What follows belongs to an exercise in optimizing a design on an open flow for small area, a short achievable clock period and few clock cycles; a production flow would make more cautious choices. Where RTL was checked, it was by simulation tests only, not by an equivalence proof against the original. The RTL of runs 2 and 3 was laid out without a check of its function. Power is estimated from default activity; no workload was simulated.

File: design/flow/run.sh
#!/bin/bash
# synth_recipe.tcl (not shown) runs the flow's synth.tcl, then flattens the netlist and writes it again
# the make line also repeats each setting of config.mk as NAME=value (left out here)
make -C /OpenROAD-flow-scripts/flow DESIGN_CONFIG=/design/flow/config.mk WORK_HOME=/design/flow/orfs CLKGATE_MAP_FILE= SYNTH_SCRIPT=/design/flow/synth_recipe.tcl finish
File: design/flow/config.mk
export PLATFORM = sky130hd
export DESIGN_NAME = stbrt_msgcodec
export DESIGN_NICKNAME = stbrt_msgcodec
export VERILOG_FILES = /design/flow/design.v
export SDC_FILE = /design/flow/constraint.sdc
export NUM_CORES = 4
export LEC_CHECK = 0
export CAP_MARGIN = 20
export CORE_MARGIN = 2
export CORE_UTILIZATION = 40
export SLEW_MARGIN = 20
File: design/flow/constraint.sdc
create_clock -name core_clock -period 12.0 [get_ports {clk}]
set_input_delay 2.4000 -clock core_clock [delete_from_list [all_inputs] [get_ports {clk}]]
set_output_delay 2.4000 -clock core_clock [all_outputs]
set_load 0.01 [all_outputs]
File: design/flow/design.v
module stbrt_encoder (
    input  wire        clk,
    input  wire        rst,
    input  wire        in_valid,
    output wire        in_ready,
    input  wire [15:0] in_word,
    output reg         out_valid,
    input  wire        out_ready,
    output wire [15:0] out_dur,
    output reg         done,
    output wire [2:0]  code,
    output reg  [6:0]  count
);
    localparam MSG_CAP    = 12;
    localparam RUNBUF_CAP = 64;
    reg  [7:0] pay [0:MSG_CAP-1];
    reg  [3:0] widx;       
    reg        pbad;       
    reg  [6:0] pnruns;     
    reg        pcomp;      
    reg        s_v;        
    reg  [7:0] s_w;
    reg        aact;       
    reg  [3:0] an;         
    reg  [3:0] aidx;       
    reg  [10:1] rm;        
    reg  [3:0] q;          
    reg        out_last;   
    reg  [7:0] dur13;      
    reg        code_bad;
    reg        code_long;
    assign out_dur = {4'd0, dur13, 4'd0};    
    assign code    = {1'b0, code_bad, code_long};
    wire slot_free = !aact || (widx < aidx) || (widx >= an);
    assign in_ready = !pcomp && slot_free;
    wire take    = in_valid && in_ready;
    wire is_term = (in_word == 16'hFFFF);
    wire at_cap  = (widx == MSG_CAP);
    wire w_bad   = (|in_word[15:9]) || (in_word[8] != (widx == 4'd0));
    function [3:0] frame_runs;
        input [7:0] p;
        input       m;
        reg  [10:0] f;
        integer i;
        begin
            f = {1'b1, m, p, 1'b0};
            frame_runs = 4'd1;
            for (i = 1; i < 11; i = i + 1)
                if (f[i] != f[i-1])
                    frame_runs = frame_runs + 4'd1;
        end
    endfunction
    function [10:1] frame_bounds;
        input [7:0] p;
        input       m;
        reg  [10:0] f;
        integer i;
        begin
            f = {1'b1, m, p, 1'b0};
            for (i = 1; i < 11; i = i + 1)
                frame_bounds[i] = f[i] ^ f[i-1];
        end
    endfunction
    wire p_long = (pnruns > RUNBUF_CAP);
    wire p_good = !pbad && !p_long;
    reg  [3:0] nb;
    integer j;
    always @(*) begin
        nb = 4'd11;
        for (j = 10; j >= 1; j = j - 1)
            if (rm[j]) nb = j;
    end
    wire [3:0] run_len = nb - q;
    wire       frm_end = (nb == 4'd11);
    wire       msg_end = frm_end && (aidx == an);
    reg  [7:0] len13;
    always @(*) begin
        case (run_len)
            4'd1:    len13 = 8'd13;
            4'd2:    len13 = 8'd26;
            4'd3:    len13 = 8'd39;
            4'd4:    len13 = 8'd52;
            4'd5:    len13 = 8'd65;
            4'd6:    len13 = 8'd78;
            4'd7:    len13 = 8'd91;
            4'd8:    len13 = 8'd104;
            4'd9:    len13 = 8'd117;
            default: len13 = 8'd130;
        endcase
    end
    wire can_load = !out_valid || (out_ready && !out_last);
    wire step     = aact && can_load;
    wire xfer     = !aact && pcomp && p_good;
    wire refuse   = !aact && pcomp && !p_good && !out_valid;
    wire [7:0]  ld_pay  = pay[aidx];
    wire [10:1] ld_rm   = frame_bounds(ld_pay, aidx == 4'd0);
    wire        ld      = xfer || (step && frm_end && !msg_end);
    integer k;
    always @(posedge clk) begin
        for (k = 0; k < MSG_CAP; k = k + 1)
            if (in_ready && widx == k)
                pay[k] <= in_word[7:0];
        s_w <= in_word[7:0];
    end
    always @(posedge clk) begin
        if (rst) begin
            widx      <= 4'd0;
            pbad      <= 1'b0;
            pnruns    <= 7'd0;
            pcomp     <= 1'b0;
            s_v       <= 1'b0;
            aact      <= 1'b0;
            aidx      <= 4'd0;
            out_valid <= 1'b0;
            out_last  <= 1'b0;
            done      <= 1'b0;
            count     <= 7'd0;
        end else begin
            s_v <= take && !is_term && !at_cap;
            if (s_v)
                pnruns <= pnruns + frame_runs(s_w, widx == 4'd1);
            if (take) begin
                if (is_term) begin
                    pcomp <= 1'b1;
                    if (widx == 4'd0) pbad <= 1'b1;
                end else if (at_cap) begin
                    pcomp <= 1'b1;
                    pbad  <= 1'b1;
                end else begin
                    widx <= widx + 4'd1;
                    if (w_bad) pbad <= 1'b1;
                end
            end
            if (xfer || refuse) begin
                widx   <= 4'd0;
                pbad   <= 1'b0;
                pnruns <= 7'd0;
                pcomp  <= 1'b0;
            end
            done  <= 1'b0;
            count <= (done ? 7'd0 : count) + {6'd0, out_valid && out_ready};
            if (out_valid && out_ready) begin
                out_valid <= 1'b0;
                out_last  <= 1'b0;
                if (out_last) begin
                    done      <= 1'b1;
                    code_bad  <= 1'b0;
                    code_long <= 1'b0;
                end
            end
            if (xfer) begin
                aact <= 1'b1;
                an   <= widx;
                aidx <= 4'd1;
            end
            if (refuse) begin
                done      <= 1'b1;
                code_bad  <= 1'b1;
                code_long <= !pbad;
            end
            if (step) begin
                out_valid <= 1'b1;
                out_last  <= msg_end;
                dur13     <= len13;
                if (msg_end) begin
                    aact <= 1'b0;
                    aidx <= 4'd0;
                end else if (frm_end) begin
                    aidx <= aidx + 4'd1;
                end
            end
        end
    end
    always @(posedge clk) begin
        if (ld) begin
            rm <= ld_rm;
            q  <= 4'd0;
        end else if (step) begin
            for (k = 1; k <= 10; k = k + 1)
                if (nb == k) rm[k] <= 1'b0;
            q <= nb;
        end
    end
endmodule
module stbrt_decoder (
    input  wire        clk,
    input  wire        rst,
    input  wire        in_valid,
    output wire        in_ready,
    input  wire [15:0] in_dur,
    input  wire        in_last,
    output reg         pay_valid,
    output wire [8:0]  pay,
    output reg         done,
    output wire [3:0]  count,
    output wire        corrupt,
    output wire        ovf
);
    localparam MSG_CAP    = 12;
    localparam FRAME_BITS = 11;
    assign in_ready = 1'b1;
    reg [3:0] b_in;
    always @(*) begin
        if      (in_dur >= 16'd2184) b_in = 4'd11;
        else if (in_dur >= 16'd1976) b_in = 4'd10;
        else if (in_dur >= 16'd1768) b_in = 4'd9;
        else if (in_dur >= 16'd1560) b_in = 4'd8;
        else if (in_dur >= 16'd1352) b_in = 4'd7;
        else if (in_dur >= 16'd1144) b_in = 4'd6;
        else if (in_dur >= 16'd936)  b_in = 4'd5;
        else if (in_dur >= 16'd728)  b_in = 4'd4;
        else if (in_dur >= 16'd520)  b_in = 4'd3;
        else if (in_dur >= 16'd312)  b_in = 4'd2;
        else if (in_dur >= 16'd104)  b_in = 4'd1;
        else                         b_in = 4'd0;
    end
    reg       s_v;
    reg       s_last;
    reg [3:0] s_b;
    always @(posedge clk) begin
        if (rst) s_v <= 1'b0;
        else     s_v <= in_valid;
        s_last <= in_last;
        s_b    <= b_in;
    end
    reg  [3:0] pos;         
    reg        lvl;         
    reg  [9:0] frame;       
    reg  [3:0] nsaved;      
    reg        bad;         
    reg        over;        
    wire [9:0] frame_fin;
    genvar gi;
    generate
        for (gi = 0; gi < 10; gi = gi + 1) begin : g_fin
            assign frame_fin[gi] = (pos <= gi) ? lvl : frame[gi];
        end
    endgenerate
    wire [4:0] sum       = {1'b0, pos} + {1'b0, s_b};
    wire       full      = (sum >= FRAME_BITS);
    wire       group_end = full || s_last;
    wire [3:0] nsaved_b = done ? 4'd0 : nsaved;
    wire       bad_b    = done ? 1'b0 : bad;
    wire       over_b   = done ? 1'b0 : over;
    wire       fin_good = !frame_fin[0] && lvl;
    wire       keep     = (nsaved_b != MSG_CAP);
    assign pay     = frame[9:1];
    assign count   = nsaved;
    assign corrupt = bad;
    assign ovf     = over;
    always @(posedge clk) begin
        if (rst) begin
            pos       <= 4'd0;
            lvl       <= 1'b0;
            nsaved    <= 4'd0;
            bad       <= 1'b0;
            over      <= 1'b0;
            pay_valid <= 1'b0;
            done      <= 1'b0;
        end else begin
            pay_valid <= 1'b0;
            done      <= 1'b0;
            nsaved    <= nsaved_b;
            bad       <= bad_b;
            over      <= over_b;
            if (s_v) begin
                if (group_end) begin
                    pos   <= 4'd0;
                    lvl   <= 1'b0;
                    if (keep) begin
                        pay_valid <= 1'b1;
                        nsaved    <= nsaved_b + 4'd1;
                        bad       <= bad_b | !fin_good;
                    end else begin
                        over      <= 1'b1;
                        bad       <= 1'b1;
                    end
                    done <= s_last;
                end else begin
                    pos   <= sum[3:0];
                    lvl   <= ~lvl;
                end
            end
        end
    end
    always @(posedge clk)
        if (s_v) frame <= frame_fin;
endmodule
module stbrt_msgcodec (
    input  wire        clk,
    input  wire        rst,
    input  wire        enc_in_valid,
    output wire        enc_in_ready,
    input  wire [15:0] enc_in_word,
    output wire        enc_out_valid,
    input  wire        enc_out_ready,
    output wire [15:0] enc_out_dur,
    output wire        enc_done,
    output wire [2:0]  enc_code,
    output wire [6:0]  enc_count,
    input  wire        dec_in_valid,
    output wire        dec_in_ready,
    input  wire [15:0] dec_in_dur,
    input  wire        dec_in_last,
    output wire        dec_pay_valid,
    output wire [8:0]  dec_pay,
    output wire        dec_done,
    output wire [3:0]  dec_count,
    output wire        dec_corrupt,
    output wire        dec_ovf
);
    stbrt_encoder u_enc (
        .clk       (clk),
        .rst       (rst),
        .in_valid  (enc_in_valid),
        .in_ready  (enc_in_ready),
        .in_word   (enc_in_word),
        .out_valid (enc_out_valid),
        .out_ready (enc_out_ready),
        .out_dur   (enc_out_dur),
        .done      (enc_done),
        .code      (enc_code),
        .count     (enc_count)
    );
    stbrt_decoder u_dec (
        .clk       (clk),
        .rst       (rst),
        .in_valid  (dec_in_valid),
        .in_ready  (dec_in_ready),
        .in_dur    (dec_in_dur),
        .in_last   (dec_in_last),
        .pay_valid (dec_pay_valid),
        .pay       (dec_pay),
        .done      (dec_done),
        .count     (dec_count),
        .corrupt   (dec_corrupt),
        .ovf       (dec_ovf)
    );
endmodule
==> metrics.csv, run 1 <==
stage,metric,value,unit
critical_path,slowest CP cell,xnor2_2,
critical_path,max incr delay on CP,0.64,ns
logic_synthesis,Yosys cell types,72,
clocking,H-tree Lvls,4,
logic_synthesis,"count leader, synth",edfxtp_1,
logic_synthesis,"EDFF count, synth",130,
logic_synthesis,Post-synth top cells,"edfxtp_1, nor2_1, a21oi_1",
sta,fin crit share,0.6122,
logic_synthesis,share of the synthesized area in the top cell type,0.3891,
clocking,clock-pin transition on the worst setup and hold timing paths,0.08,ns
place,HPWL after DPL,15230,um
final_layout,fin cells,1347,
floorplanning,row cnt,57,
critical_path,Crit Path Class,flip-flop to flip-flop,
sta,Relative slew margins,0.2790,
clocking,hold_buf cts,0,
detailed_routing,DR vias,7208,
critical_path,crit path max fanout,16,
sta,final setup violation count,0,
global_route,first-pass GRT wire length,35520,um
power_and_ir_drop,pwr/cell area,133.9,nW/um^2
sta,Hold Slack,0.4528,ns
critical_path,Crit path arrival time,7.64,ns
logic_synthesis,Yosys top cell by area,edfxtp_1,
final_layout,# diodes,0,
critical_path,CP most frequent cell,ha_1,
critical_path,startpoint types,flip-flop,
sta,Setup Skew,0.01053,ns
global_route,grt ovf,0,
logic_synthesis,Main synth FF type,edfxtp_1,
detailed_routing,Routed WL,22130,um
sta,setup TNS,0,ns
hold_path,Hold WC Path Type,flip-flop to flip-flop,
logic_synthesis,mapped cell area,10030,sq um
sta,Slew @ Worst Pin,1.078,ns
final_layout,# nets final,1097,
floorplanning,Die X,162.4,um
global_route,largest net degree at the start of global routing,35,
critical_path,Worst EP required,12.29,ns
critical_path,cell family with most CP delay,compound AO/OA/AOI/OAI gates,
critical_path,CP endpoint kind,flip-flop,
place,placed cells,1316,
detailed_routing,wire per inst,16.43,um
logic_synthesis,flop and latch count out of synthesis,190,
logic_synthesis,Post-synth ARST share,0,
final_layout,filler cell count,2256,
logic_synthesis,Syn. warnings,3,
logic_synthesis,Mapped Cells,969,
detailed_routing,Vias/cell,5.351,
global_route,gr usage total,0.1697,
global_route,vias in the first global route,6780,
clocking,clk sink count,190,
critical_path,worst path buffer plus inverter count,2,
sta,maximum clock frequency,136.1,MHz
clocking,worst skew pair latency,0.43,ns
power_and_ir_drop,peak supply drop,0.08337,mV
detailed_routing,"antenna viol nets, final",0,
clocking,Post-CTS Resized,0,
logic_synthesis,"top cells by area, synth","edfxtp_1, dfxtp_1, ha_1",
clocking,Setup Buffers After CTS,0,
place,RePlAce Congestion,0.8005,
floorplanning,# IOs,85,
clocking,Root Buffer,clkbuf_16,
logic_synthesis,syn_area_per_cell,10.35,sq um
sta,final slew viol count,0,
logic_synthesis,post-synthesis sequential area ratio,0.5089,
detailed_routing,DRT iter0 DRCs,470,
detailed_routing,First-pass DRT Iterations,5,
floorplanning,die area,26360,sq um
run,Max-cap violations,0,
power_and_ir_drop,Lkg Pwr,4.070,nW
final_layout,fraction of layout cells with a size suffix above 1,0.05474,
floorplanning,Starting Density,0.4101,
sta,RSZ-0062 raised after global routing,false,
clocking,maximum clock path buffer count,2,
final_layout,Synth-to-Final Area Change,14.47,%
run_status,outcome,finished clean,
power_and_ir_drop,final total power,1.538,mW
place,IO buf count,74,
clocking,Num CTS Buffers,17,
floorplanning,chip height,162.4,um
sta,min Tclk post-route,7.346,ns
floorplanning,Core Area,24460,sq um
global_route,initial antenna violation count,0,
clocking,CTS tree,built,
detailed_routing,DRC Markers,0,
sta,Final Hold Vio Count,0,
## routing by layer
| metal | part of all wire | GRT usage |
|---|---|---|
| met1 | 0.48 | 0.2409 |
| met2 | 0.47 | 0.2729 |
| met3 | 0.036 | 0.02292 |
| met4 | 0.013 | 0.04907 |
| met5 | 0 | 0 |
## final cells by class
class                      count  area, sq um  share of cell area
sequential                   190         5105              0.4445
multi-input combinational    681         4468              0.3891
timing repair buffer          79        778.2             0.06777
clock buffer                  18        429.2             0.03737
tap                          324        405.4             0.03530
inverter                      42        157.7             0.01373
clock inverter                13        140.1             0.01220
## logic make-up (layout without fill, tap and decap cells)
group | Yosys count | count (layout) | share of synthesized area
AOI/OAI and AO/OA | 234 | 234 | 0.1576
adders and majority gates | 48 | 48 | 0.06211
other | 2 | 10 | 0.0007486
muxes | 22 | 22 | 0.02544
xor gates and xnor gates | 49 | 49 | 0.04427
and+or+nand+nor | 318 | 318 | 0.1522
buffers and inverters | 106 | 152 | 0.04876
DFF | 190 | 190 | 0.5089
## worst register-to-register path, delay by kind of cell, from the launching register on
family,cells,cell delay [ns]
mux,1,0.24
simple gates,7,0.72
buf+inv,2,0.50
flops,1,0.52
fa+ha+maj,5,1.46
compound gates,11,2.33
xor+xnor,6,1.45
## cell usage in the layout (no fill, tap or decap), types with 8 or more instances in the layout
| master | count |
|---|---|
| a211oi_1 | 8 |
| nand2b_1 | 25 |
| nor2b_1 | 25 |
| a21o_1 | 10 |
| edfxtp_1 | 130 |
| mux2i_1 | 12 |
| clkdlybuf4s50_1 | 74 |
| and2_1 | 12 |
| ha_1 | 45 |
| nand3_1 | 20 |
| o31ai_1 | 8 |
| mux2_2 | 8 |
| nor3_1 | 21 |
| dfxtp_1 | 60 |
| nand4_1 | 8 |
| inv_1 | 40 |
| xnor2_1 | 30 |
| a22oi_1 | 15 |
| a31oi_1 | 14 |
| and3_1 | 10 |
| xor2_1 | 17 |
| o221ai_1 | 8 |
| nand2_1 | 69 |
| o21ai_0 | 33 |
| conb_1 | 10 |
| clkbuf_16 | 17 |
| nor2_1 | 102 |
| a21oi_1 | 74 |
## stage by stage
step / instance area [sq um] / util / setup slack, ns
6_report: 11480 / 0.4694 / 4.654
3_5_place_dp: 10910 / 0.4462 / 4.720
5_1_grt: 11480 / 0.4694 / 4.000
2_1_floorplan: 10060 / - / 6.015
3_3_place_gp: 10910 / 0.4462 / 4.956
4_1_cts: 11480 / 0.4694 / 4.686
## power by group
group / internal (mW) / total, mW / switching [mW]
Sequential: 0.719 / 0.735 / 0.0162
Clock: 0.277 / 0.542 / 0.265
Combinational: 0.116 / 0.260 / 0.144
## worst paths after layout
check | startpoint | slack [ns] | endpoint | depth (start not counted)
setup reg to reg | u_enc.s_w[1] | 4.65 | u_enc.pnruns[6] | 32
hold reg to reg | u_dec.s_last | 0.45 | u_dec.done | 2
hold / removal | u_dec.s_last | 0.45 | u_dec.done | 2
setup / recovery | u_enc.s_w[1] | 4.65 | u_enc.pnruns[6] | 32
## state kept, by name, summed over array words and instances, names as in the netlist, 4 cells and up
register and flops:
u_enc.pay 96, u_dec.frame 10, u_enc.rm 10, u_enc.dur13 8
u_enc.s_w 8, u_enc.count 7, u_enc.pnruns 7, u_dec.nsaved 4
u_dec.pos 4, u_dec.s_b 4, u_enc.aidx 4, u_enc.an 4
u_enc.q 4, u_enc.widx 4
Testbench counts, summed over its fixed seeds: cycles 14,090.
==> run 2: changes to the inputs <==
--- a/design/flow/design.v
+++ b/design/flow/design.v
@@ -3,5 +3,5 @@
     input  wire        rst,
     input  wire        in_valid,
-    output wire        in_ready,
+    output reg         in_ready,
     input  wire [15:0] in_word,
     output reg         out_valid,
@@ -17,13 +17,15 @@
     reg  [3:0] widx;       
     reg        pbad;       
-    reg  [6:0] pnruns;     
     reg        pcomp;      
+    reg        pcomp2;     
+    reg  [6:0] pnruns;     
     reg        s_v;        
     reg  [7:0] s_w;
+    reg        c_v;        
+    reg  [3:0] c_n;
     reg        aact;       
     reg  [3:0] an;         
     reg  [3:0] aidx;       
-    reg  [10:1] rm;        
-    reg  [3:0] q;          
+    reg  [10:0] s;         
     reg        out_last;   
     reg  [7:0] dur13;      
@@ -32,10 +34,4 @@
     assign out_dur = {4'd0, dur13, 4'd0};    
     assign code    = {1'b0, code_bad, code_long};
-    wire slot_free = !aact || (widx < aidx) || (widx >= an);
-    assign in_ready = !pcomp && slot_free;
-    wire take    = in_valid && in_ready;
-    wire is_term = (in_word == 16'hFFFF);
-    wire at_cap  = (widx == MSG_CAP);
-    wire w_bad   = (|in_word[15:9]) || (in_word[8] != (widx == 4'd0));
     function [3:0] frame_runs;
         input [7:0] p;
@@ -51,5 +47,5 @@
         end
     endfunction
-    function [10:1] frame_bounds;
+    function [10:0] frame_bounds;
         input [7:0] p;
         input       m;
@@ -59,41 +55,57 @@
             f = {1'b1, m, p, 1'b0};
             for (i = 1; i < 11; i = i + 1)
-                frame_bounds[i] = f[i] ^ f[i-1];
+                frame_bounds[i-1] = f[i] ^ f[i-1];
+            frame_bounds[10] = 1'b1;
         end
     endfunction
-    wire p_long = (pnruns > RUNBUF_CAP);
+    function slot_free;
+        input [3:0] w;
+        begin
+            slot_free = !aact || (w < aidx) || (w >= an);
+        end
+    endfunction
+    wire take    = in_valid && in_ready;
+    wire is_term = (in_word == 16'hFFFF);
+    wire at_cap  = (widx == MSG_CAP);
+    wire w_bad   = (|in_word[15:9]) || (in_word[8] != (widx == 4'd0));
+    wire adv     = take && !is_term && !at_cap;
+    wire ends    = take && (is_term || at_cap);
+    wire [3:0] widx_inc = widx + 4'd1;
+    wire p_long = pnruns[6] && (|pnruns[5:0]);    
     wire p_good = !pbad && !p_long;
-    reg  [3:0] nb;
-    integer j;
+    reg  [10:0] h;
+    integer j, i2;
+    always @(*) begin
+        for (j = 0; j < 11; j = j + 1)
+            h[j] = s[j] && !(|(s & ((11'd1 << j) - 11'd1)));
+    end
+    reg  [10:0] s_nx;
     always @(*) begin
-        nb = 4'd11;
-        for (j = 10; j >= 1; j = j - 1)
-            if (rm[j]) nb = j;
-    end
-    wire [3:0] run_len = nb - q;
-    wire       frm_end = (nb == 4'd11);
-    wire       msg_end = frm_end && (aidx == an);
+        for (j = 0; j < 11; j = j + 1) begin
+            s_nx[j] = 1'b0;
+            for (i2 = 0; i2 + j + 1 < 11; i2 = i2 + 1)
+                s_nx[j] = s_nx[j] | (h[i2] & s[i2 + j + 1]);
+        end
+    end
     reg  [7:0] len13;
     always @(*) begin
-        case (run_len)
-            4'd1:    len13 = 8'd13;
-            4'd2:    len13 = 8'd26;
-            4'd3:    len13 = 8'd39;
-            4'd4:    len13 = 8'd52;
-            4'd5:    len13 = 8'd65;
-            4'd6:    len13 = 8'd78;
-            4'd7:    len13 = 8'd91;
-            4'd8:    len13 = 8'd104;
-            4'd9:    len13 = 8'd117;
-            default: len13 = 8'd130;
-        endcase
+        len13 = 8'd0;
+        for (j = 0; j < 11; j = j + 1)
+            if (h[j]) len13 = len13 | ((j + 1) * 13);
     end
+    wire frm_end = ~|s_nx;
+    wire lastp   = (aidx == an);
+    wire msg_end = frm_end && lastp;
+    wire hs       = out_valid && out_ready;
     wire can_load = !out_valid || (out_ready && !out_last);
     wire step     = aact && can_load;
-    wire xfer     = !aact && pcomp && p_good;
-    wire refuse   = !aact && pcomp && !p_good && !out_valid;
-    wire [7:0]  ld_pay  = pay[aidx];
-    wire [10:1] ld_rm   = frame_bounds(ld_pay, aidx == 4'd0);
-    wire        ld      = xfer || (step && frm_end && !msg_end);
+    wire xfer     = !aact && pcomp2 && p_good;
+    wire refuse   = !aact && pcomp2 && !p_good && !out_valid;
+    wire prst     = xfer || refuse;
+    wire [7:0]  ld_pay = pay[aidx];
+    wire [10:0] ld_s   = frame_bounds(ld_pay, aidx == 4'd0);
+    wire        ld     = xfer || (step && frm_end && !lastp);
+    wire [6:0] count_b   = done ? 7'd0 : count;
+    wire [6:0] count_inc = count_b + 7'd1;
     integer k;
     always @(posedge clk) begin
@@ -102,12 +114,16 @@
                 pay[k] <= in_word[7:0];
         s_w <= in_word[7:0];
+        c_n <= frame_runs(s_w, widx == 4'd1);
     end
     always @(posedge clk) begin
         if (rst) begin
+            in_ready  <= 1'b1;
             widx      <= 4'd0;
             pbad      <= 1'b0;
             pnruns    <= 7'd0;
             pcomp     <= 1'b0;
+            pcomp2    <= 1'b0;
             s_v       <= 1'b0;
+            c_v       <= 1'b0;
             aact      <= 1'b0;
             aidx      <= 4'd0;
@@ -117,28 +133,35 @@
             count     <= 7'd0;
         end else begin
-            s_v <= take && !is_term && !at_cap;
-            if (s_v)
-                pnruns <= pnruns + frame_runs(s_w, widx == 4'd1);
-            if (take) begin
-                if (is_term) begin
-                    pcomp <= 1'b1;
-                    if (widx == 4'd0) pbad <= 1'b1;
-                end else if (at_cap) begin
-                    pcomp <= 1'b1;
-                    pbad  <= 1'b1;
-                end else begin
-                    widx <= widx + 4'd1;
-                    if (w_bad) pbad <= 1'b1;
-                end
+            s_v <= adv;
+            c_v <= s_v;
+            if (c_v)
+                pnruns <= pnruns + {3'd0, c_n};
+            pcomp2 <= pcomp;
+            if (ends) begin
+                pcomp <= 1'b1;
+                if (!is_term || widx == 4'd0) pbad <= 1'b1;
+            end
+            if (adv) begin
+                widx <= widx_inc;
+                if (w_bad) pbad <= 1'b1;
             end
-            if (xfer || refuse) begin
+            if (prst) begin
                 widx   <= 4'd0;
                 pbad   <= 1'b0;
                 pnruns <= 7'd0;
                 pcomp  <= 1'b0;
+                pcomp2 <= 1'b0;
             end
+            if (prst)
+                in_ready <= 1'b1;
+            else if (pcomp || ends)
+                in_ready <= 1'b0;
+            else if (adv)
+                in_ready <= slot_free(widx_inc);
+            else
+                in_ready <= slot_free(widx);
             done  <= 1'b0;
-            count <= (done ? 7'd0 : count) + {6'd0, out_valid && out_ready};
-            if (out_valid && out_ready) begin
+            count <= hs ? count_inc : count_b;
+            if (hs) begin
                 out_valid <= 1'b0;
                 out_last  <= 1'b0;
@@ -173,12 +196,8 @@
     end
     always @(posedge clk) begin
-        if (ld) begin
-            rm <= ld_rm;
-            q  <= 4'd0;
-        end else if (step) begin
-            for (k = 1; k <= 10; k = k + 1)
-                if (nb == k) rm[k] <= 1'b0;
-            q <= nb;
-        end
+        if (ld)
+            s <= ld_s;
+        else if (step)
+            s <= s_nx;
     end
 endmodule
==> run 2 against run 1 <==
Compared with the run above:
- sequential power grew 2%
- critical endpoint is now u_enc.c_n[2]
- worst hold slack lost 0.0077 ns
- via count grew 3.1%
- clock-buffer cell count shrank 1
- cell count grew 0.52%
- synthesized cell count grew 1.2%
- die area grew 0.98%
- combinational power shrank about 20%
- global-route usage shrank 0.060 points
- largest power group unchanged
- final area grew 1.0%
- first-iteration DRC count grew 23%
- still clean on timing, DRC and antenna
==> metrics.csv, run 2 <==
stage,metric,value,unit,change
sta,final setup margin,6.492,ns,was 4.654 ns
power_and_ir_drop,Sw Share,0.2750,,was 0.2764
logic_synthesis,mapped cell area,10130,sq um,was 10030 sq um
place,placed cells,1322,,was 1316
sta,Relative slew margins,0.3845,,was 0.2790
detailed_routing,met3 routed WL,1080,um,was 789 um
final_layout,max reg flops,96,,unchanged
clocking,Setup Buffers After CTS,0,,unchanged
final_layout,Synth-to-Final Area Change,14.47,%,about the same
sta,Hold Slack,0.4452,ns,was 0.4528 ns
floorplanning,Starting Density,0.4047,,was 0.4101
sta,setup TNS,0,ns,unchanged
power_and_ir_drop,peak supply drop,0.09360,mV,was 0.08337 mV
final_layout,"most common cell after layout, fill and taps aside",edfxtp_1,,unchanged
floorplanning,# IOs,85,,unchanged
detailed_routing,DR vias,7433,,was 7208
logic_synthesis,flop and latch count out of synthesis,194,,was 190
logic_synthesis,Post-synth top cells,"edfxtp_1, nor2_1, nand2_1",,"was edfxtp_1, nor2_1, a21oi_1"
global_route,largest net degree at the start of global routing,37,,was 35
logic_synthesis,share of the synthesized area in the top cell type,0.3853,,was 0.3891
power_and_ir_drop,clock share of power,0.377,,was 0.353
floorplanning,Die X,163.2,um,was 162.4 um
critical_path,Worst Reg-to-Reg Cells,22,,was 32
sta,Final Hold Vio Count,0,,unchanged
sta,Slew @ Worst Pin,0.9104,ns,was 1.078 ns
final_layout,area occupied by multi-input gates,4441,sq um,was 4468 sq um
detailed_routing,"antenna viol nets, final",0,,unchanged
logic_synthesis,post-synthesis sequential area ratio,0.5117,,was 0.5089
sta,fin crit share,0.4590,,was 0.6122
clocking,H-tree Lvls,4,,unchanged
sta,final slew viol count,0,,unchanged
detailed_routing,DRT iter0 DRCs,578,,was 470
global_route,gr usage total,0.1691,,was 0.1697
clocking,Post-CTS Resized,0,,unchanged
logic_synthesis,Post-synth ARST share,0,,unchanged
final_layout,Largest regs,"u_enc.pay (96), u_enc.s (11), u_dec.frame (10)",,"was u_enc.pay (96), u_dec.frame (10), u_enc.rm (10)"
critical_path,CP most frequent cell,ha_1,,unchanged
detailed_routing,routed length on met2,10290,um,was 10400 um
clocking,Num CTS Buffers,17,,unchanged
global_route,grt ovf,0,,unchanged
place,DP Worst Slack,6.533,ns,was 4.720 ns
clocking,Root Buffer,clkbuf_16,,unchanged
global_route,vias in the first global route,6987,,was 6780
critical_path,Crit Path Class,flip-flop to flip-flop,,unchanged
logic_synthesis,Mapped Cells,981,,was 969
critical_path,CP endpoint kind,flip-flop,,unchanged
critical_path,R2R setup slack,6.49,ns,was 4.65 ns
critical_path,Crit path arrival time,5.87,ns,was 7.64 ns
detailed_routing,Routed WL,21900,um,was 22130 um
critical_path,max incr delay on CP,0.45,ns,was 0.64 ns
critical_path,crit path max fanout,19,,was 16
detailed_routing,DRC Markers,0,,unchanged
global_route,first-pass GRT wire length,36070,um,was 35520 um
hold_path,worst hold start,u_enc.s_v,,was u_dec.s_last
final_layout,most frequent cells in the layout,"edfxtp_1, nor2_1, nand2_1",,"was edfxtp_1, nor2_1, a21oi_1, clkdlybuf4s50_1, nand2_1"
detailed_routing,First-pass DRT Iterations,5,,unchanged
clocking,CTS tree,built,,unchanged
place,RePlAce Congestion,0.7798,,was 0.8005
detailed_routing,Vias/cell,5.490,,was 5.351
power_and_ir_drop,part of the power in registers,0.487,,was 0.478
final_layout,fraction of layout cells with a size suffix above 1,0.06445,,was 0.05474
sta,min Tclk post-route,5.508,ns,was 7.346 ns
logic_synthesis,"EDFF count, synth",130,,unchanged
floorplanning,chip height,163.2,um,was 162.4 um
detailed_routing,wire per inst,16.17,um,was 16.43 um
detailed_routing,metal1 wirelength,10330,um,was 10650 um
power_and_ir_drop,Psw,423.2,uW,was 425.1 uW
logic_synthesis,Yosys cell types,81,,was 72
logic_synthesis,Syn. warnings,3,,unchanged
critical_path,startpoint types,flip-flop,,unchanged
hold_path,WHS Path Cells,1,,was 2
final_layout,Biggest register,u_enc.pay,,unchanged
detailed_routing,highest metal used,met4,,unchanged
final_layout,# diodes,0,,unchanged
logic_synthesis,"count leader, synth",edfxtp_1,,unchanged
power_and_ir_drop,pwr/cell area,132.7,nW/um^2,was 133.9 nW/um^2
power_and_ir_drop,Lkg Pwr,4.146,nW,was 4.070 nW
final_layout,filler cell count,2386,,was 2256
logic_synthesis,syn_area_per_cell,10.33,sq um,was 10.35 sq um
final_layout,fin area,11600,sq um,was 11480 sq um
final_layout,fin cells,1354,,was 1347
final_layout,register area,5185,sq um,was 5105 sq um
sta,RSZ-0062 raised after global routing,false,,unchanged
floorplanning,die area,26620,sq um,was 26360 sq um
critical_path,worst path cell trace,"inv_1, ha_1, xnor3_2, xnor2_1, inv_2, ha_1, nor4_1, a31o_2, a221oi_2, o2111ai_2, ha_1, xnor2_1, o21ai_0, a41oi_2, nand2_2, ha_1, mux2_2, ha_1, nand2_1, xor2_1, xnor2_1, xnor2_1",,
clocking,maximum clock path buffer count,2,,unchanged
place,placed cell area,10980,sq um,was 10910 sq um
run,Max-cap violations,0,,unchanged
clocking,hold_buf cts,0,,unchanged
clocking,worst skew pair latency,0.44,ns,was 0.43 ns
critical_path,Worst EP required,12.36,ns,was 12.29 ns
clocking,clk sink count,194,,was 190
place,HPWL after DPL,14770,um,was 15230 um
hold_path,hold path endpoint,u_enc.c_v,,was u_dec.done
sta,Setup Skew,0.01285,ns,was 0.01053 ns
logic_synthesis,Yosys top cell by area,edfxtp_1,,unchanged
floorplanning,row cnt,58,,was 57
critical_path,Worst R2R Start,u_enc.s_w[1],,unchanged
power_and_ir_drop,Int Power,1.116,mW,was 1.113 mW
hold_path,Hold WC Path Type,flip-flop to flip-flop,,unchanged
final_layout,# nets final,1091,,was 1097
power_and_ir_drop,Comb pwr share,0.136,,was 0.169
floorplanning,Core Area,25040,sq um,was 24460 sq um
logic_synthesis,"top cells by area, synth","edfxtp_1, dfxtp_1, ha_1",,unchanged
clocking,clock-pin transition on the worst setup and hold timing paths,0.07,ns,was 0.08 ns
run_status,outcome,finished clean,,unchanged
critical_path,slowest CP cell,xnor3_2,,was xnor2_2
logic_synthesis,Main synth FF type,edfxtp_1,,unchanged
sta,final setup violation count,0,,unchanged
sta,maximum clock frequency,181.5,MHz,was 136.1 MHz
critical_path,r2r endpoint,u_enc.c_n[2],,was u_enc.pnruns[6]
global_route,initial antenna violation count,0,,unchanged
place,IO buf count,71,,was 74
## run 2: cell count changes after synthesis, moves of 7 or more
cell	previous run	this run
a21oi_1	74	53
o31ai_1	8	0
a22oi_1	15	28
clkbuf_1	34	43
and2_1	12	3
nor2_1	102	91
xor2_1	17	26
nand2_1	69	78
a211oi_1	8	15
## run 2: metal layers
metal	vias up	track usage
li1	3654	-
met1	3589	0.2337
met2	175	0.2792
met3	15	0.02869
met4	0	0.03660
met5	-	0
## run 2: metrics by stage
stage	utilization	power, mW
after global routing	0.4633	1.609
after CTS	0.4633	1.551
after global placement	0.4385	0.9695
after floorplan	-	0.9189
final	0.4633	1.539
after detailed placement	0.4385	0.9746
## run 2: cells by family (layout without fill, tap and decap cells)
family	Yosys count	count (layout)	synth area share
fa+ha+maj	42	42	0.05335
buf+inv	118	153	0.05297
simple gates	323	323	0.1552
other cells	2	10	0.0007412
xor+xnor	51	51	0.04557
flops	194	194	0.5117
compound gates	237	237	0.1656
mux	14	14	0.01482
## run 2: worst max path at each step
stage / end / startpoint / cells past startpoint
floorplan: u_enc.c_n[2] / u_enc.s_w[1] / 23
finish: u_enc.c_n[2] / u_enc.s_w[1] / 22
CTS: u_enc.c_n[2] / u_enc.s_w[1] / 22
detailed placement: u_enc.c_n[2] / u_enc.s_w[1] / 22
global route: u_enc.c_n[2] / u_enc.s_w[3] / 21
global placement: u_enc.c_n[2] / u_enc.s_w[1] / 22
## run 2: power groups by stage
| stage | clock (mW) | combinational [mW] | sequential, mW |
|---|---|---|---|
| 5_1_grt | 0.620 | 0.236 | 0.753 |
| 3_5_place_dp | 0 | 0.209 | 0.765 |
| 4_1_cts | 0.591 | 0.211 | 0.750 |
| 6_report | 0.580 | 0.209 | 0.750 |
| 2_1_floorplan | 0 | 0.161 | 0.758 |
| 3_3_place_gp | 0 | 0.205 | 0.765 |
## run 2: final cells by class
cell class,count,share of cell area
Inverter,39,0.01273
Clock inverter,15,0.01672
Sequential cell,194,0.4470
Tap cell,330,0.03560
Multi-Input combinational cell,677,0.3828
Timing Repair Buffer,82,0.06839
Clock buffer,17,0.03668
## run 2: critical path: cells and delay by family, from the launching register on
kind                     cells  cell delay (ns)
XOR/XNOR                     6             1.56
flip-flops                   1             0.41
AND/OR/NAND/NOR              3             0.23
buffers and inverters        2             0.23
adder cells (fa/ha/maj)      5             1.60
multiplexers                 1             0.28
AO/OA/AOI/OAI                5             1.10
==> run 3: changes to the inputs <==
--- a/design/flow/config.mk
+++ b/design/flow/config.mk
@@ -6,6 +6,8 @@
 export NUM_CORES = 4
 export LEC_CHECK = 0
+export ABC_CLOCK_PERIOD_IN_PS = 3000
 export CAP_MARGIN = 20
 export CORE_MARGIN = 2
 export CORE_UTILIZATION = 40
+export SETUP_SLACK_MARGIN = 5
 export SLEW_MARGIN = 20
==> run 3 against run 2 <==
Compared with the run above:
- still clean on timing, DRC and antenna
- via count unchanged
- combinational power about the same
- synthesized area unchanged
- first-iteration DRC count unchanged
- total power unchanged
- cell count unchanged
- clock power about the same
- flip-flop and latch count unchanged
- highest routed layer unchanged
==> metrics.csv, run 3 <==
stage,metric,value,unit,change
run_status,outcome,finished clean,,unchanged
critical_path,Crit Path Class,flip-flop to flip-flop,,unchanged
sta,Relative slew margins,0.3845,,unchanged
logic_synthesis,mapped cell area,10130,sq um,unchanged
power_and_ir_drop,peak supply drop,0.09360,mV,unchanged
power_and_ir_drop,final total power,1.539,mW,unchanged
hold_path,Hold WC Path Type,flip-flop to flip-flop,,unchanged
floorplanning,Starting Density,0.4047,,unchanged
logic_synthesis,Post-synth top cells,"edfxtp_1, nor2_1, nand2_1",,unchanged
detailed_routing,First-pass DRT Iterations,5,,unchanged
clocking,clk sink count,194,,unchanged
logic_synthesis,Yosys top cell by area,edfxtp_1,,unchanged
floorplanning,row cnt,58,,unchanged
logic_synthesis,flop and latch count out of synthesis,194,,unchanged
power_and_ir_drop,clock share of power,0.377,,about the same
final_layout,"most common cell after layout, fill and taps aside",edfxtp_1,,unchanged
clocking,worst skew pair latency,0.44,ns,about the same
place,RePlAce Congestion,0.7798,,unchanged
power_and_ir_drop,Lkg Pwr,4.146,nW,unchanged
logic_synthesis,Post-synth ARST share,0,,unchanged
critical_path,Worst R2R Start,u_enc.s_w[1],,unchanged
floorplanning,Core Area,25040,sq um,unchanged
detailed_routing,metal1 wirelength,10330,um,unchanged
sta,setup TNS,0,ns,unchanged
critical_path,Worst Setup SP,u_enc.s_w[1],,unchanged
sta,Hold Slack,0.4452,ns,unchanged
global_route,initial antenna violation count,0,,unchanged
final_layout,Biggest register,u_enc.pay,,unchanged
critical_path,crit path max fanout,19,,unchanged
hold_path,worst hold start,u_enc.s_v,,unchanged
floorplanning,chip height,163.2,um,unchanged
critical_path,Crit path arrival time,5.87,ns,about the same
sta,final setup violation count,0,,unchanged
logic_synthesis,post-synthesis sequential area ratio,0.5117,,unchanged
logic_synthesis,"top cells by area, synth","edfxtp_1, dfxtp_1, ha_1",,unchanged
run,Max-cap violations,0,,unchanged
sta,RSZ-0062 raised after global routing,false,,unchanged
logic_synthesis,syn_area_per_cell,10.33,sq um,unchanged
floorplanning,# IOs,85,,unchanged
final_layout,# nets final,1091,,unchanged
global_route,largest net degree at the start of global routing,37,,unchanged
logic_synthesis,"count leader, synth",edfxtp_1,,unchanged
final_layout,Largest regs,"u_enc.pay (96), u_enc.s (11), u_dec.frame (10)",,unchanged
floorplanning,Die X,163.2,um,unchanged
sta,fin crit share,0.4590,,unchanged
detailed_routing,DR vias,7433,,unchanged
detailed_routing,routed length on met2,10290,um,unchanged
sta,Final Hold Vio Count,0,,unchanged
detailed_routing,"antenna viol nets, final",0,,unchanged
detailed_routing,DRT iter0 DRCs,578,,unchanged
critical_path,Worst EP required,12.36,ns,about the same
power_and_ir_drop,Psw,423.2,uW,unchanged
logic_synthesis,Yosys cell types,81,,unchanged
global_route,gr usage total,0.1691,,unchanged
clocking,Setup Buffers After CTS,0,,unchanged
power_and_ir_drop,part of the power in registers,0.487,,about the same
power_and_ir_drop,Sw Share,0.2750,,unchanged
sta,final setup margin,6.492,ns,unchanged
critical_path,startpoint types,flip-flop,,unchanged
global_route,vias in the first global route,6987,,unchanged
clocking,Root Buffer,clkbuf_16,,unchanged
sta,final slew viol count,0,,unchanged
final_layout,fin cells,1354,,unchanged
detailed_routing,highest metal used,met4,,unchanged
global_route,grt ovf,0,,unchanged
detailed_routing,met3 routed WL,1080,um,unchanged
place,IO buf count,71,,unchanged
global_route,first-pass GRT wire length,36070,um,unchanged
place,HPWL after DPL,14770,um,unchanged
clocking,CTS tree,built,,unchanged
place,placed cells,1322,,unchanged
clocking,hold_buf cts,0,,unchanged
clocking,maximum clock path buffer count,2,,unchanged
final_layout,max reg flops,96,,unchanged
detailed_routing,Routed WL,21900,um,unchanged
power_and_ir_drop,pwr/cell area,132.7,nW/um^2,unchanged
detailed_routing,Vias/cell,5.490,,unchanged
clocking,Num CTS Buffers,17,,unchanged
logic_synthesis,share of the synthesized area in the top cell type,0.3853,,unchanged
place,DP Worst Slack,6.533,ns,unchanged
critical_path,CP endpoint kind,flip-flop,,unchanged
final_layout,fraction of layout cells with a size suffix above 1,0.06445,,unchanged
detailed_routing,wire per inst,16.17,um,unchanged
power_and_ir_drop,Comb pwr share,0.136,,about the same
final_layout,Synth-to-Final Area Change,14.47,%,unchanged
logic_synthesis,Mapped Cells,981,,unchanged
clocking,clock-pin transition on the worst setup and hold timing paths,0.07,ns,about the same
sta,Setup Skew,0.01285,ns,unchanged
clocking,H-tree Lvls,4,,unchanged
logic_synthesis,Main synth FF type,edfxtp_1,,unchanged
final_layout,# diodes,0,,unchanged
logic_synthesis,"EDFF count, synth",130,,unchanged
logic_synthesis,Syn. warnings,3,,unchanged
sta,min Tclk post-route,5.508,ns,unchanged
sta,maximum clock frequency,181.5,MHz,unchanged
floorplanning,die area,26620,sq um,unchanged
sta,Slew @ Worst Pin,0.9104,ns,unchanged
detailed_routing,DRC Markers,0,,unchanged
power_and_ir_drop,Int Power,1.116,mW,unchanged
clocking,Post-CTS Resized,0,,unchanged
final_layout,most frequent cells in the layout,"edfxtp_1, nor2_1, nand2_1",,unchanged
-- run 3: cell counts after synthesis --
No cell type changed its count.
-- run 3: critical path, stage by stage (launching register included) --
cell and delay, ns:
dfxtp_1 0.41, inv_1 0.12, ha_1 0.29, xnor3_2 0.45, xnor2_1 0.40, inv_2 0.11, ha_1 0.44, nor4_1 0.07
a31o_2 0.24, a221oi_2 0.23, o2111ai_2 0.23, ha_1 0.36, xnor2_1 0.26, o21ai_0 0.16, a41oi_2 0.24, nand2_2 0.09
ha_1 0.32, mux2_2 0.28, ha_1 0.19, nand2_1 0.07, xor2_1 0.17, xnor2_1 0.15, xnor2_1 0.13
-- run 3: power by group through the flow --
| stage | logic [mW] | clock network (mW) | registers (mW) |
|---|---|---|---|
| after detailed placement | 0.209 | 0 | 0.765 |
| final | 0.209 | 0.580 | 0.750 |
| after floorplan | 0.161 | 0 | 0.758 |
| after CTS | 0.211 | 0.591 | 0.750 |
| after global routing | 0.236 | 0.620 | 0.753 |
| after global placement | 0.205 | 0 | 0.765 |
-- run 3: final timing paths --
kind                            cells past startpoint  slack (ns)           end
worst max-delay path                               22        6.49  u_enc.c_n[2]
worst min-delay path                                1        0.45     u_enc.c_v
worst max register to register                     22        6.49  u_enc.c_n[2]
worst min register to register                      1        0.45     u_enc.c_v
-- run 3: cells by family (layout without fill, tap and decap cells) --
family | after synthesis | after routing | synth area share
simple gates | 323 | 323 | 0.1552
compound gates | 237 | 237 | 0.1656
flops | 194 | 194 | 0.5117
buf+inv | 118 | 153 | 0.05297
xor+xnor | 51 | 51 | 0.04557
fa+ha+maj | 42 | 42 | 0.05335
mux | 14 | 14 | 0.01482
other cells | 2 | 10 | 0.0007412
-- run 3: layout make-up --
cell class	instances	area [sq um]
clock inverters	15	193.9
flip-flops and latches	194	5185
inverters	39	147.6
multi-input cells	677	4441
clock buffers	17	425.4
fillers	2386	13440
well taps	330	412.9
repair buffers	82	793.3
-- run 3: metrics by stage --
stage	cell area, sq um	util
floorplan	10160	-
global placement	10980	0.4385
detailed placement	10980	0.4385
CTS	11600	0.4633
global route	11600	0.4633
finish	11600	0.4633
-- run 3: metal layers --
metal	up-vias	track usage
li1	3654	-
met1	3589	0.2337
met2	175	0.2792
met3	15	0.02869
met4	0	0.03660
met5	-	0
==> run 4: changes to the inputs <==
--- a/design/flow/design.v
+++ b/design/flow/design.v
@@ -18,10 +18,8 @@
     reg        pbad;       
     reg        pcomp;      
-    reg        pcomp2;     
-    reg  [6:0] pnruns;     
-    reg        s_v;        
-    reg  [7:0] s_w;
+    reg  [5:0] phalf;      
     reg        c_v;        
-    reg  [3:0] c_n;
+    reg  [3:0] c_pairs;    
+    reg        c_mp7;      
     reg        aact;       
     reg  [3:0] an;         
@@ -34,15 +32,10 @@
     assign out_dur = {4'd0, dur13, 4'd0};    
     assign code    = {1'b0, code_bad, code_long};
-    function [3:0] frame_runs;
+    function [3:0] rise_pairs;
         input [7:0] p;
-        input       m;
-        reg  [10:0] f;
-        integer i;
+        reg   [7:0] r;
         begin
-            f = {1'b1, m, p, 1'b0};
-            frame_runs = 4'd1;
-            for (i = 1; i < 11; i = i + 1)
-                if (f[i] != f[i-1])
-                    frame_runs = frame_runs + 4'd1;
+            r = p & ~{p[6:0], 1'b0};
+            rise_pairs = {r[7] | r[6], r[5] | r[4], r[3] | r[2], r[1] | r[0]};
         end
     endfunction
@@ -72,5 +65,8 @@
     wire ends    = take && (is_term || at_cap);
     wire [3:0] widx_inc = widx + 4'd1;
-    wire p_long = pnruns[6] && (|pnruns[5:0]);    
+    wire [5:0] c_half   = {5'd0, c_pairs[0]} + {5'd0, c_pairs[1]}
+                        + {5'd0, c_pairs[2]} + {5'd0, c_pairs[3]}
+                        + {5'd0, !c_mp7};
+    wire p_long = (phalf > RUNBUF_CAP / 2);
     wire p_good = !pbad && !p_long;
     reg  [10:0] h;
@@ -100,6 +96,6 @@
     wire can_load = !out_valid || (out_ready && !out_last);
     wire step     = aact && can_load;
-    wire xfer     = !aact && pcomp2 && p_good;
-    wire refuse   = !aact && pcomp2 && !p_good && !out_valid;
+    wire xfer     = !aact && pcomp && p_good;
+    wire refuse   = !aact && pcomp && !p_good && !out_valid;
     wire prst     = xfer || refuse;
     wire [7:0]  ld_pay = pay[aidx];
@@ -113,6 +109,6 @@
             if (in_ready && widx == k)
                 pay[k] <= in_word[7:0];
-        s_w <= in_word[7:0];
-        c_n <= frame_runs(s_w, widx == 4'd1);
+        c_pairs <= rise_pairs(in_word[7:0]);
+        c_mp7   <= in_word[7] && (widx == 4'd0);
     end
     always @(posedge clk) begin
@@ -121,8 +117,6 @@
             widx      <= 4'd0;
             pbad      <= 1'b0;
-            pnruns    <= 7'd0;
+            phalf     <= 6'd0;
             pcomp     <= 1'b0;
-            pcomp2    <= 1'b0;
-            s_v       <= 1'b0;
             c_v       <= 1'b0;
             aact      <= 1'b0;
@@ -133,9 +127,7 @@
             count     <= 7'd0;
         end else begin
-            s_v <= adv;
-            c_v <= s_v;
+            c_v <= adv;
             if (c_v)
-                pnruns <= pnruns + {3'd0, c_n};
-            pcomp2 <= pcomp;
+                phalf <= phalf + c_half;
             if (ends) begin
                 pcomp <= 1'b1;
@@ -149,7 +141,6 @@
                 widx   <= 4'd0;
                 pbad   <= 1'b0;
-                pnruns <= 7'd0;
+                phalf  <= 6'd0;
                 pcomp  <= 1'b0;
-                pcomp2 <= 1'b0;
             end
             if (prst)
==> design/flow/flow/run.sh (new file) <==
#!/bin/bash
# Layout flow: the standard synthesis unchanged, then the standard ORFS
# layout with two knobs: port buffers of a plain buffer cell, and timing
# repair that aims for setup slack well beyond the clock period's need.
set -euo pipefail
MARGIN=${MARGIN:-8.5}
bash standard.sh synth > synth.log 2>&1
bash standard.sh \
  "SETUP_SLACK_MARGIN=$MARGIN" \
  "BUFFER_PORTS_ARGS=-buffer_cell sky130_fd_sc_hd__buf_2" \
  finish > layout.log 2>&1
==> design/flow/standard.sh (new file) <==
#!/bin/bash
# synth_recipe.tcl (not shown) runs the flow's synth.tcl, then flattens the netlist and writes it again
# the make line also repeats each setting of config.mk as NAME=value (left out here)
make -C /OpenROAD-flow-scripts/flow DESIGN_CONFIG=/design/flow/config.mk WORK_HOME=/design/flow/orfs CLKGATE_MAP_FILE= SYNTH_SCRIPT=/design/flow/synth_recipe.tcl "${@:-finish}"
--- a/design/flow/config.mk
+++ b/design/flow/config.mk
@@ -6,8 +6,6 @@
 export NUM_CORES = 4
 export LEC_CHECK = 0
-export ABC_CLOCK_PERIOD_IN_PS = 3000
 export CAP_MARGIN = 20
 export CORE_MARGIN = 2
-export CORE_UTILIZATION = 40
-export SETUP_SLACK_MARGIN = 5
+export CORE_UTILIZATION = 65
 export SLEW_MARGIN = 20
removed: design/flow/run.sh
==> run 4 against run 3 <==
Compared with the run above:
- clock power decreased by 6.7%
- clock skew down 0.0047 ns
- flip-flop and latch count fell by 10
- synthesized cell count is 16% lower
- register-to-register slack better by 2.2 ns
- via count decreased by 9.3%
- synthesized area shrank 10%
- wire length down 6.1%
- worst hold slack better by 0.035 ns
- maximum frequency up 50%
- non-clock buffer count increased by 10
- highest routed layer unchanged
==> metrics.csv, run 4 <==
stage,metric,value,unit,change
logic_synthesis,"count leader, synth",edfxtp_1,,unchanged
logic_synthesis,Post-synth ARST share,0,,unchanged
clocking,maximum clock path buffer count,2,,unchanged
floorplanning,die area,14960,sq um,was 26620 sq um
power_and_ir_drop,final total power,1.349,mW,was 1.539 mW
final_layout,# nets final,956,,was 1091
critical_path,startpoint types,input port,,was flip-flop
final_layout,fraction of layout cells with a size suffix above 1,0.1767,,was 0.06445
power_and_ir_drop,Int Power,1.016,mW,was 1.116 mW
critical_path,Worst Reg-to-Reg Cells,7,,was 22
final_layout,max reg flops,96,,unchanged
hold_path,WHS Path Cells,2,,was 1
clocking,Root Buffer,clkbuf_16,,unchanged
power_and_ir_drop,Psw,332.6,uW,was 423.2 uW
sta,fin crit share,0.3067,,was 0.4590
logic_synthesis,Mapped Cells,828,,was 981
clocking,CTS tree,built,,unchanged
sta,setup TNS,0,ns,unchanged
place,HPWL after DPL,13420,um,was 14770 um
clocking,clock-pin transition on the worst setup and hold timing paths,0.07,ns,about the same
detailed_routing,DR vias,6739,,was 7433
power_and_ir_drop,pwr/cell area,130.7,nW/um^2,was 132.7 nW/um^2
floorplanning,Starting Density,0.6608,,was 0.4047
place,RePlAce Congestion,0.8885,,was 0.7798
clocking,H-tree Lvls,4,,unchanged
detailed_routing,wire per inst,19.14,um,was 16.17 um
logic_synthesis,Syn. warnings,3,,unchanged
logic_synthesis,post-synthesis sequential area ratio,0.5477,,was 0.5117
sta,Slew @ Worst Pin,0.9840,ns,was 0.9104 ns
sta,Setup Skew,0.008143,ns,was 0.01285 ns
final_layout,register area,4991,sq um,was 5185 sq um
sta,final setup violation count,0,,unchanged
final_layout,filler cell count,954,,was 2386
detailed_routing,Vias/cell,6.275,,was 5.490
detailed_routing,"antenna viol nets, final",0,,unchanged
power_and_ir_drop,Comb pwr share,0.076,,was 0.136
logic_synthesis,Yosys cell types,78,,was 81
logic_synthesis,share of the synthesized area in the top cell type,0.4289,,was 0.3853
logic_synthesis,syn_area_per_cell,10.99,sq um,was 10.33 sq um
sta,final slew viol count,0,,unchanged
sta,Relative slew margins,0.3415,,was 0.3845
detailed_routing,First-pass DRT Iterations,6,,was 5
final_layout,fin area,10320,sq um,was 11600 sq um
power_and_ir_drop,Lkg Pwr,3.871,nW,was 4.146 nW
power_and_ir_drop,Sw Share,0.2466,,was 0.2750
final_layout,Largest regs,"u_enc.pay (96), u_enc.s (11), u_dec.frame (10)",,unchanged
floorplanning,# IOs,85,,unchanged
power_and_ir_drop,part of the power in registers,0.523,,was 0.487
floorplanning,Die X,122.3,um,was 163.2 um
final_layout,# diodes,0,,unchanged
final_layout,Synth-to-Final Area Change,13.36,%,was 14.47%
logic_synthesis,mapped cell area,9101,sq um,was 10130 sq um
detailed_routing,DRC Markers,0,,unchanged
final_layout,"most common cell after layout, fill and taps aside",edfxtp_1,,unchanged
final_layout,most frequent cells in the layout,"edfxtp_1, nor2_1, nand2_1",,unchanged
run_status,outcome,finished clean,,unchanged
logic_synthesis,"top cells by area, synth","edfxtp_1, dfxtp_1, ha_1",,unchanged
clocking,Num CTS Buffers,17,,unchanged
clocking,worst skew pair latency,0.43,ns,was 0.44 ns
floorplanning,chip height,122.3,um,was 163.2 um
place,IO buf count,71,,unchanged
critical_path,Worst R2R Start,u_enc.s[0],,was u_enc.s_w[1]
power_and_ir_drop,peak supply drop,0.1176,mV,was 0.09360 mV
logic_synthesis,Post-synth top cells,"edfxtp_1, nor2_1, nand2_1",,unchanged
hold_path,Hold WC Path Type,flip-flop to flip-flop,,unchanged
critical_path,CP endpoint kind,flip-flop,,unchanged
clocking,clk sink count,184,,was 194
sta,maximum clock frequency,271.7,MHz,was 181.5 MHz
hold_path,hold path endpoint,u_dec.bad,,was u_enc.c_v
final_layout,Biggest register,u_enc.pay,,unchanged
final_layout,area occupied by multi-input gates,3781,sq um,was 4441 sq um
clocking,hold_buf cts,0,,unchanged
global_route,initial antenna violation count,0,,unchanged
critical_path,Crit path arrival time,3.87,ns,was 5.87 ns
logic_synthesis,"EDFF count, synth",130,,unchanged
global_route,vias in the first global route,6325,,was 6987
critical_path,Worst EP required,12.19,ns,was 12.36 ns
place,placed cell area,9455,sq um,was 10980 sq um
critical_path,Crit Path Class,input port to flip-flop,,was flip-flop to flip-flop
detailed_routing,Routed WL,20560,um,was 21900 um
logic_synthesis,Yosys top cell by area,edfxtp_1,,unchanged
power_and_ir_drop,clock share of power,0.401,,was 0.377
floorplanning,Core Area,13770,sq um,was 25040 sq um
detailed_routing,DRT iter0 DRCs,695,,was 578
floorplanning,row cnt,43,,was 58
sta,Final Hold Vio Count,0,,unchanged
critical_path,R2R setup slack,8.71,ns,was 6.49 ns
sta,Hold Slack,0.4802,ns,was 0.4452 ns
run,Max-cap violations,0,,unchanged
logic_synthesis,flop and latch count out of synthesis,184,,was 194
global_route,grt ovf,0,,unchanged
global_route,largest net degree at the start of global routing,33,,was 37
critical_path,r2r endpoint,u_enc.s[0],,was u_enc.c_n[2]
sta,min Tclk post-route,3.681,ns,was 5.508 ns
global_route,first-pass GRT wire length,32170,um,was 36070 um
logic_synthesis,Main synth FF type,edfxtp_1,,unchanged
final_layout,Layout Utilization,0.7491,,was 0.4633
sta,RSZ-0062 raised after global routing,true,,was false
critical_path,crit path max fanout,6,,was 19
hold_path,worst hold start,u_dec.bad,,was u_enc.s_v
global_route,gr usage total,0.2812,,was 0.1691
[run 4: logic make-up (layout without fill, tap and decap cells)]
logic type | count (synthesis) | after routing | synth area share
buffers and inverters | 96 | 154 | 0.05265
adders and majority gates | 37 | 37 | 0.05417
and+or+nand+nor | 264 | 264 | 0.1461
xor gates and xnor gates | 27 | 27 | 0.02598
other | 2 | 10 | 0.0008252
AOI/OAI and AO/OA | 194 | 194 | 0.1446
muxes | 24 | 24 | 0.02791
DFF | 184 | 184 | 0.5477
[run 4: worst max-delay path by stage]
stage                       start          to  slack, ns  cells past startpoint
finish              enc_out_ready  u_enc.s[0]       8.32                      7
global route        enc_out_ready  u_enc.s[9]       8.28                      7
CTS                 enc_out_ready  u_enc.s[9]       8.33                      7
detailed placement  enc_out_ready  u_enc.s[9]       7.29                      7
global placement    enc_out_ready  u_enc.s[9]       7.33                      7
floorplan           enc_out_ready  u_enc.s[0]       7.98                      7
[run 4: cell type report]
type / count / share of cell area
Sequential cell: 184 / 0.4837
Multi-Input combinational cell: 556 / 0.3665
Timing Repair Buffer: 92 / 0.06064
Clock buffer: 17 / 0.04123
Tap cell: 180 / 0.02183
Clock inverter: 15 / 0.01443
Inverter: 30 / 0.01164
[run 4: per-stage QoR]
| step | worst slack (ns) | cells |
|---|---|---|
| 2_1_floorplan | 7.982 | 836 |
| 3_3_place_gp | 7.334 | 1027 |
| 3_5_place_dp | 7.290 | 1027 |
| 4_1_cts | 8.326 | 1069 |
| 5_1_grt | 8.281 | 1074 |
| 6_report | 8.319 | 1074 |
[run 4: worst max-delay path, cell delays in order]
cell	delay [ns]
buf_12	0.09
inv_8	0.03
o21ai_4	0.11
nand3_1	0.09
or4b_4	0.53
o21ai_4	0.30
mux2_4	0.32
[run 4: power by group through the flow]
| stage | sequential [mW] | combinational [mW] | clock, mW |
|---|---|---|---|
| finish | 0.706 | 0.102 | 0.541 |
| global route | 0.707 | 0.113 | 0.570 |
| CTS | 0.706 | 0.0995 | 0.544 |
| detailed placement | 0.720 | 0.0949 | 0 |
| global placement | 0.719 | 0.0896 | 0 |
| floorplan | 0.716 | 0.0668 | 0 |
[run 4: repair_timing]
action                                  4_1_cts  5_1_grt
endpoints found under the setup margin       22       23
gates resized for setup                      27       20
buffers inserted                             10        5
pin swaps                                     5        7
[run 4: per-layer routing]
metal | part of all wire | vias up | global-route usage
met5 | 0 | - | 0
met4 | 0.019 | 0 | 0.09770
met3 | 0.066 | 43 | 0.04972
met2 | 0.51 | 292 | 0.4785
met1 | 0.41 | 3247 | 0.3646
li1 | - | 3157 | -
Testbench counts of run 4, summed over its fixed seeds: cycles 14,100.
==> run 5: changes to the inputs <==
--- a/design/flow/design.v
+++ b/design/flow/design.v
@@ -54,6 +54,9 @@
     function slot_free;
         input [3:0] w;
+        input       act;
+        input [3:0] idx;
+        input [3:0] n;
         begin
-            slot_free = !aact || (w < aidx) || (w >= an);
+            slot_free = !act || (w < idx) || (w >= n);
         end
     endfunction
@@ -99,4 +102,6 @@
     wire refuse   = !aact && pcomp && !p_good && !out_valid;
     wire prst     = xfer || refuse;
+    wire rdy_word = !is_term && !at_cap && slot_free(widx_inc, aact, aidx, an);
+    wire rdy_nx   = prst || (!pcomp && (take ? rdy_word : slot_free(widx, aact, aidx, an)));
     wire [7:0]  ld_pay = pay[aidx];
     wire [10:0] ld_s   = frame_bounds(ld_pay, aidx == 4'd0);
@@ -144,12 +149,5 @@
                 pcomp  <= 1'b0;
             end
-            if (prst)
-                in_ready <= 1'b1;
-            else if (pcomp || ends)
-                in_ready <= 1'b0;
-            else if (adv)
-                in_ready <= slot_free(widx_inc);
-            else
-                in_ready <= slot_free(widx);
+            in_ready <= rdy_nx;
             done  <= 1'b0;
             count <= hs ? count_inc : count_b;
@@ -186,9 +184,8 @@
         end
     end
+    wire s_take_ld = xfer || (aact && frm_end && !lastp);
     always @(posedge clk) begin
-        if (ld)
-            s <= ld_s;
-        else if (step)
-            s <= s_nx;
+        if (xfer || step)
+            s <= s_take_ld ? ld_s : s_nx;
     end
 endmodule
==> run 5 against run 4 <==
Compared with the run above:
- still clean on timing, DRC and antenna
- die area barely moved
- combinational power fell by 8%
- total power fell by 1.2%
- largest power group unchanged
==> metrics.csv, run 5 <==
stage,metric,value,unit,change
detailed_routing,"antenna viol nets, final",0,,unchanged
critical_path,worst path buffer plus inverter count,1,,was 2
sta,final setup violation count,0,,unchanged
final_layout,area occupied by multi-input gates,3757,sq um,was 3781 sq um
detailed_routing,DRC Markers,0,,unchanged
clocking,H-tree Lvls,4,,unchanged
place,HPWL after DPL,12830,um,was 13420 um
critical_path,Crit path arrival time,1.05,ns,was 3.87 ns
detailed_routing,First-pass DRT Iterations,5,,was 6
sta,final slew viol count,0,,unchanged
floorplanning,Core Area,13770,sq um,unchanged
logic_synthesis,Syn. warnings,3,,unchanged
final_layout,Largest regs,"u_enc.pay (96), u_enc.s (11), u_dec.frame (10)",,unchanged
global_route,largest net degree at the start of global routing,36,,was 33
critical_path,R2R setup slack,8.71,ns,about the same
logic_synthesis,Yosys cell types,79,,was 78
place,IO buf count,71,,unchanged
sta,maximum clock frequency,290.2,MHz,was 271.7 MHz
power_and_ir_drop,Lkg Pwr,3.712,nW,was 3.871 nW
clocking,maximum clock path buffer count,2,,unchanged
floorplanning,# IOs,85,,unchanged
clocking,clk sink count,184,,unchanged
sta,min Tclk post-route,3.446,ns,was 3.681 ns
global_route,gr usage total,0.2700,,was 0.2812
critical_path,startpoint types,flip-flop,,was input port
final_layout,# diodes,0,,unchanged
global_route,vias in the first global route,6160,,was 6325
critical_path,slowest CP cell,dfxtp_1,,was or4b_4
global_route,grt ovf,0,,unchanged
global_route,first-pass GRT wire length,31170,um,was 32170 um
final_layout,"most common cell after layout, fill and taps aside",edfxtp_1,,unchanged
sta,Slew @ Worst Pin,0.9952,ns,was 0.9840 ns
sta,setup TNS,0,ns,unchanged
critical_path,crit path max fanout,7,,was 6
logic_synthesis,share of the synthesized area in the top cell type,0.4318,,was 0.4289
final_layout,fraction of layout cells with a size suffix above 1,0.1777,,was 0.1767
power_and_ir_drop,peak supply drop,0.1067,mV,was 0.1176 mV
logic_synthesis,"EDFF count, synth",131,,was 130
final_layout,fin cells,1041,,was 1074
floorplanning,chip height,122.4,um,was 122.3 um
critical_path,cell family with most CP delay,flip-flops,,was simple AND/OR/NAND/NOR gates
logic_synthesis,Post-synth ARST share,0,,unchanged
floorplanning,row cnt,43,,unchanged
run_status,outcome,finished clean,,unchanged
logic_synthesis,post-synthesis sequential area ratio,0.5483,,was 0.5477
logic_synthesis,mapped cell area,9110,sq um,was 9101 sq um
logic_synthesis,Post-synth top cells,"edfxtp_1, nor2_1, a21oi_1, nand2_1, dfxtp_1",,"was edfxtp_1, nor2_1, nand2_1"
detailed_routing,Routed WL,19610,um,was 20560 um
logic_synthesis,"top cells by area, synth","edfxtp_1, dfxtp_1, ha_1",,unchanged
final_layout,Layout Utilization,0.7331,,was 0.7491
logic_synthesis,flop and latch count out of synthesis,184,,unchanged
final_layout,register area,4999,sq um,was 4991 sq um
detailed_routing,Vias/cell,6.303,,was 6.275
run,Max-cap violations,0,,unchanged
clocking,CTS tree,built,,unchanged
floorplanning,die area,14980,sq um,was 14960 sq um
critical_path,max incr delay on CP,0.44,ns,was 0.53 ns
sta,RSZ-0062 raised after global routing,false,,was true
sta,fin crit share,0.2872,,was 0.3067
critical_path,worst path cell trace,buf_2,,"was buf_12, inv_8, o21ai_4, nand3_1, or4b_4, o21ai_4, mux2_4"
clocking,Root Buffer,clkbuf_16,,unchanged
logic_synthesis,"count leader, synth",edfxtp_1,,unchanged
final_layout,filler cell count,962,,was 954
place,placed cells,1003,,was 1027
clocking,hold_buf cts,0,,unchanged
sta,Relative slew margins,0.3365,,was 0.3415
floorplanning,Die X,122.4,um,was 122.3 um
final_layout,Biggest register,u_enc.pay,,unchanged
final_layout,# nets final,923,,was 956
floorplanning,Starting Density,0.6614,,was 0.6608
final_layout,max reg flops,96,,unchanged
logic_synthesis,Main synth FF type,edfxtp_1,,unchanged
detailed_routing,DR vias,6561,,was 6739
detailed_routing,DRT iter0 DRCs,712,,was 695
place,RePlAce Congestion,0.8780,,was 0.8885
detailed_routing,wire per inst,18.83,um,was 19.14 um
final_layout,most frequent cells in the layout,"edfxtp_1, buf_2, nor2_1",,"was edfxtp_1, nor2_1, nand2_1"
final_layout,Synth-to-Final Area Change,10.84,%,was 13.36%
logic_synthesis,Yosys top cell by area,edfxtp_1,,unchanged
power_and_ir_drop,pwr/cell area,132.0,nW/um^2,was 130.7 nW/um^2
sta,Final Hold Vio Count,0,,unchanged
critical_path,Crit Path Class,flip-flop to primary output,,was input port to flip-flop
clocking,worst skew pair latency,0.44,ns,was 0.43 ns
sta,Setup Skew,0.008856,ns,was 0.008143 ns
place,placed cell area,9447,sq um,was 9455 sq um
global_route,initial antenna violation count,0,,unchanged
clocking,clock-pin transition on the worst setup and hold timing paths,0.07,ns,about the same
logic_synthesis,Mapped Cells,807,,was 828
critical_path,CP endpoint kind,primary output,,was flip-flop
final_layout,fin area,10100,sq um,was 10320 sq um
logic_synthesis,syn_area_per_cell,11.29,sq um,was 10.99 sq um
critical_path,Worst EP required,9.60,ns,was 12.19 ns
clocking,Num CTS Buffers,17,,unchanged
hold_path,Hold WC Path Type,flip-flop to flip-flop,,unchanged
[run 5: power by group]
group	switching [mW]	leakage [nW]	internal, mW
logic	0.0561	1.81	0.0377
registers	0.00925	1.63	0.695
clock network	0.260	0.280	0.275
[run 5: final timing paths]
| kind | endpoint | cells after the start | start |
|---|---|---|---|
| min | u_dec.bad | 2 | u_dec.bad |
| max reg2reg | u_enc.s[1] | 7 | u_enc.s[0] |
| min reg2reg | u_dec.bad | 2 | u_dec.bad |
| max | dec_done | 1 | u_dec.done |
[run 5: timing repair]
action	in CTS	in global routing
buffers inserted	6	0
resized for setup	6	7
gates cloned	0	0
setup endpoints to repair	6	10
hold endpoints to repair	0	0
pin swaps	2	1
[run 5: through the flow]
step | hold WS (ns) | power, mW | setup WS (ns)
2_1_floorplan | 0.4598 | 0.7813 | 8.295
3_3_place_gp | 0.4596 | 0.8052 | 8.017
3_5_place_dp | 0.4961 | 0.8111 | 7.935
4_1_cts | 0.5069 | 1.337 | 8.479
5_1_grt | 0.5270 | 1.376 | 8.499
6_report | 0.4967 | 1.333 | 8.554
[run 5: kinds of logic (layout without fill, tap and decap cells)]
family,after synthesis,count (layout),synth area share
simple gates,246,246,0.1384
buf+inv,94,140,0.04972
flops,184,184,0.5483
xor+xnor,30,30,0.02884
other cells,2,10,0.0008244
mux,26,26,0.02994
fa+ha+maj,37,37,0.05411
compound gates,188,188,0.1498
[run 5: final cells by class]
class / instances / area share
Clock inverter: 14 / 0.01264
Sequential cell: 184 / 0.4950
Tap cell: 180 / 0.02230
Inverter: 26 / 0.009665
Clock buffer: 18 / 0.04250
Multi-Input combinational cell: 537 / 0.3721
Timing Repair Buffer: 82 / 0.04572
[run 5: per-layer routing]
metal  routed length (um)  GRT usage
met5                    0          0
met4                  334    0.09914
met3                 1249    0.04972
met2                 9846     0.4493
met1                 8175     0.3553
Testbench counts of run 5, summed over its fixed seeds: cycles 14,100.

Check on run 5: ideal ports give 8.554 ns setup slack; a clkbuf_16 on the clock port and buf_2 on the inputs give 8.513 ns; moving port delays by the midpoint clock arrival (0.473 ns) as well gives 8.140 ns.
